This design comes from an exercise in tuning for small area, a short achievable clock period and few clock cycles on the open sky130 flow, not from production work. Only simulation tests tie the RTL to the original design; equivalence was not proved. Power is estimated from default activity; no workload was simulated.

==> flow/design.v (excerpt) <==
module slida_codec (
    input  wire        clk,
    input  wire        rst,
    input  wire        req_valid,
    output wire        req_ready,
    input  wire [31:0] req_word,
    output reg         resp_valid,
    output reg  [3:0]  resp_status,
    output reg  [7:0]  resp_r0,
    output reg  [7:0]  resp_r1,
    output reg  [7:0]  resp_r2,
    output reg  [8:0]  resp_r3
);
For scale: about 7,600 cells after synthesis, ~0.11 mm² of cells after synthesis.
clock: 10.0 ns
lec_check: 0
cap_margin: 30
core_margin: 2
core_utilization: 50
cts_cluster_diameter: 80
cts_cluster_size: 24
place_density: 0.62
slew_margin: 30
standard.sh (not shown) runs the stock make flow with config.mk's settings and CLKGATE_MAP_FILE= SYNTH_SCRIPT=/design/flow/synth_recipe.tcl, a recipe that flattens the netlist after the stock synthesis.
==> flow/flow/run.sh <==
#!/bin/bash
set -euo pipefail
bash standard.sh SETUP_SLACK_MARGIN=6.5 finish > standard.log 2>&1
The starting point completed with no timing, DRC or antenna violations.
Testbench counts at the start, summed over its fixed seeds: cycles 26,196.
Change:
--- a/flow/design.v
+++ b/flow/design.v
@@ -92,12 +92,13 @@
     reg [12:0] oh;
     assign req_ready = !q1v;
     wire accept = req_valid && !q1v;
     wire [7:0] qa = q0[15:8];
     wire [7:0] qb = q0[23:16];
     wire [7:0] qc = q0[31:24];
+    reg  [5:0] sr_a;
     reg  [1:0] m_ph;        
     reg        m_rng;       
     reg  [6:0] m_idx;       
     reg        m_ecmd, m_elen, m_fast;
     reg  [7:0] m_c;         
     reg  [8:0] m_lenb;      
@@ -178,13 +179,18 @@
     wire       d_cz    = d_ok && p_cmd0;
     wire       d_valid = d_ok && !p_cmd0;
     wire       d_full  = (pend == RX_CAP - 1);
     wire       en_fast = (qb == 8'd0) || (pvalid && (qb == {2'b00, pm}));
     wire [7:0] en_sum  = (qb == 8'd0) ? 8'd0 : psum;
     wire [5:0] en_escn = (qb == 8'd0) ? 6'd0 : pesc;
-    wire [7:0] en_c0   = 8'h01 - qa - qb - en_sum;
+    wire [7:0] en_ns   = ~en_sum;
+    wire [7:0] en_s1   = qc ^ ~qa ^ ~qb;
+    wire [7:0] en_c1   = {(qc[6:0] & ~qa[6:0]) | (qc[6:0] & ~qb[6:0]) | (~qa[6:0] & ~qb[6:0]), 1'b0};
+    wire [7:0] en_s2   = en_s1 ^ en_c1 ^ en_ns;
+    wire [7:0] en_c2   = {(en_s1[6:0] & en_c1[6:0]) | (en_s1[6:0] & en_ns[6:0]) | (en_c1[6:0] & en_ns[6:0]), 1'b0};
+    wire [7:0] en_c    = en_s2 + en_c2 + 8'd4;
     wire [8:0] tr_i = {qb[0], qa};
     wire [7:0] rdat = qa % RX_CAP;
     wire [7:0] pk_s = {1'b0, tail} + qa;
     wire [7:0] pk_i = (pk_s >= RX_CAP) ? pk_s - RX_CAP : pk_s;
     wire       sc_hit = sc_we && (sc_wi == qa[5:0]);
     reg        dec_rec;
@@ -259,24 +265,24 @@
                 end else begin
                     x_retire = 1'b1;
                     x_r0     = e_b0;
                 end
             end
             if (oh[O_RX_ADV]) begin
-                if (m_ph != 2'd0) begin
+                if (m_ph == 2'd2) begin
                     x_retire = 1'b1;
                     if (m_rng) begin
                         x_st = ST_RANGE;
                     end else begin
                         x_tail_we = 1'b1;
                         x_tail    = m_idx;
-                        x_pend    = sub80(head, m_idx);
-                        x_r3      = {2'b00, sub80(head, m_idx)};
+                        x_pend    = m_lenb[6:0];
+                        x_r3      = {2'b00, m_lenb[6:0]};
                     end
                 end else begin
-                    x_ph = 2'd1;
+                    x_ph = m_ph + 2'd1;
                 end
             end
             if (oh[O_DECODE]) begin
                 if (p_done && (!e_busy || !p_fs || p_k <= 7'd4 || p_k >= e_k)) begin
                     x_retire = 1'b1;
                     x_dec    = 1'b1;
@@ -321,13 +327,13 @@
             if (oh[O_SCR_READ]) begin
                 if (qa >= MAX_PACKET) begin
                     x_retire = 1'b1;
                     x_st     = ST_RANGE;
                 end else if (!e_busy || {1'b0, qa[5:0]} < e_j || {1'b0, qa[5:0]} >= e_k) begin
                     x_retire = 1'b1;
-                    x_r0     = sc_hit ? sc_wd : scratch[qa[5:0]];
+                    x_r0     = sc_hit ? sc_wd : scratch[sr_a];
                 end
             end
             if (oh[O_TX_LOAD]) begin
                 x_retire = 1'b1;
                 if (qa >= MAX_DATA)
                     x_st = ST_RANGE;
@@ -464,34 +470,40 @@
                 end else begin
                     q0  <= req_word;
                     oh  <= op_decode(req_word[7:0]);
                     q0v <= accept;
                 end
             end else if (accept) begin
-                q1  <= req_word;
                 q1v <= 1'b1;
             end
+            if (!q1v)
+                q1 <= req_word;
+            if ((!q0v || x_fire) && (q1v ? q1[7:0] : req_word[7:0]) == 8'h09)
+                sr_a <= q1v ? q1[13:8] : req_word[13:8];
             resp_valid  <= x_fire;
             resp_status <= x_st;
             resp_r0     <= x_r0;
             resp_r1     <= x_r1;
             resp_r2     <= x_r2;
             resp_r3     <= x_r3;
             m_ph <= x_ph;
             if (q0v && m_ph == 2'd0) begin
-                m_rng  <= oh[O_RX_PEEK] ? (qa >= {1'b0, pend}) :
-                          oh[O_RX_ADV]  ? (qa >= RX_CAP || {1'b0, sub80(qa[6:0], tail)} > {1'b0, pend}) :
-                          1'b0;
+                m_rng  <= oh[O_RX_PEEK] && (qa >= {1'b0, pend});
                 m_idx  <= oh[O_RX_PEEK] ? pk_i[6:0] : oh[O_RX_RDAT] ? rdat[6:0] : qa[6:0];
                 m_ecmd <= (qa == 8'h00);
                 m_elen <= (qb > MAX_DATA);
                 m_fast <= en_fast;
-                m_c    <= en_c0 + qc;
-                m_lenb <= 9'd4 + {1'b0, qb} + {3'b000, en_escn} +
+                m_c    <= en_c;
+                m_lenb <= oh[O_RX_ADV] ? {qa >= RX_CAP, 1'b0, sub80(qa[6:0], tail)} :
+                          9'd4 + {1'b0, qb} + {3'b000, en_escn} +
                           {8'd0, is_esc(qa)} + {8'd0, is_esc(qb)};
             end
+            if (q0v && m_ph == 2'd1 && oh[O_RX_ADV]) begin
+                m_rng  <= m_lenb[8] || (m_lenb[6:0] > pend);
+                m_lenb <= {2'b00, sub80(head, m_idx)};
+            end
             if (x_rxw) begin
                 head <= inc80(head);
                 pend <= pend + 7'd1;
             end
             if (x_tail_we) begin
                 tail <= x_tail;
- first-iteration DRC count shrinks by 1.2%
- clock skew grows by 16 ps
- sequential power barely changes
- sequential share of layout area grows by 0.27 points
- routed wire length shrinks by 0.52%
- final area barely changes
- total power grows by 1.5%
- via count shrinks by 0.33%
- maximum frequency grows by 2.1%
- critical path depth shrinks by 2
- worst setup slack improves by 77 ps
- clock-buffer cell count grows by 7
- area after synthesis shrinks by 0.36%
- sequential cell count grows by 6
Testbench counts after the change, summed over its fixed seeds: cycles 26,196.

==> re-timing with driven ports <==
Ports are ideal in the flow. The routed layouts listed here were re-timed in OpenROAD. Step 1, drivers: a clkbuf_16 drives clk and a buf_2 each remaining input, both assumed. Step 2, shift: input delay + t, output delay - t, t = (earliest + latest rising clock arrival at the registers) / 2. This alone moves slack from input paths to output paths. Slacks: ideal / step 1 / step 2; pairs: ideal / step 1.
run	t (ns)	slack for setup (ns)	hold slack, ns	worst data-port slew with drivers (ns)	cell pins on the clock port's net
the first run	0.930	6.234 / 6.234 / 5.734	0.399 / 0.399 / 0.399	0.20	1
the second run	0.932	6.311 / 6.311 / 5.568	0.409 / 0.409 / 0.409	0.08	1
After both steps setup and hold are still met in every run listed. The setup slack of the second run, which loses most, moves by 0.000 ns with the drivers and by -0.743 ns with both steps.
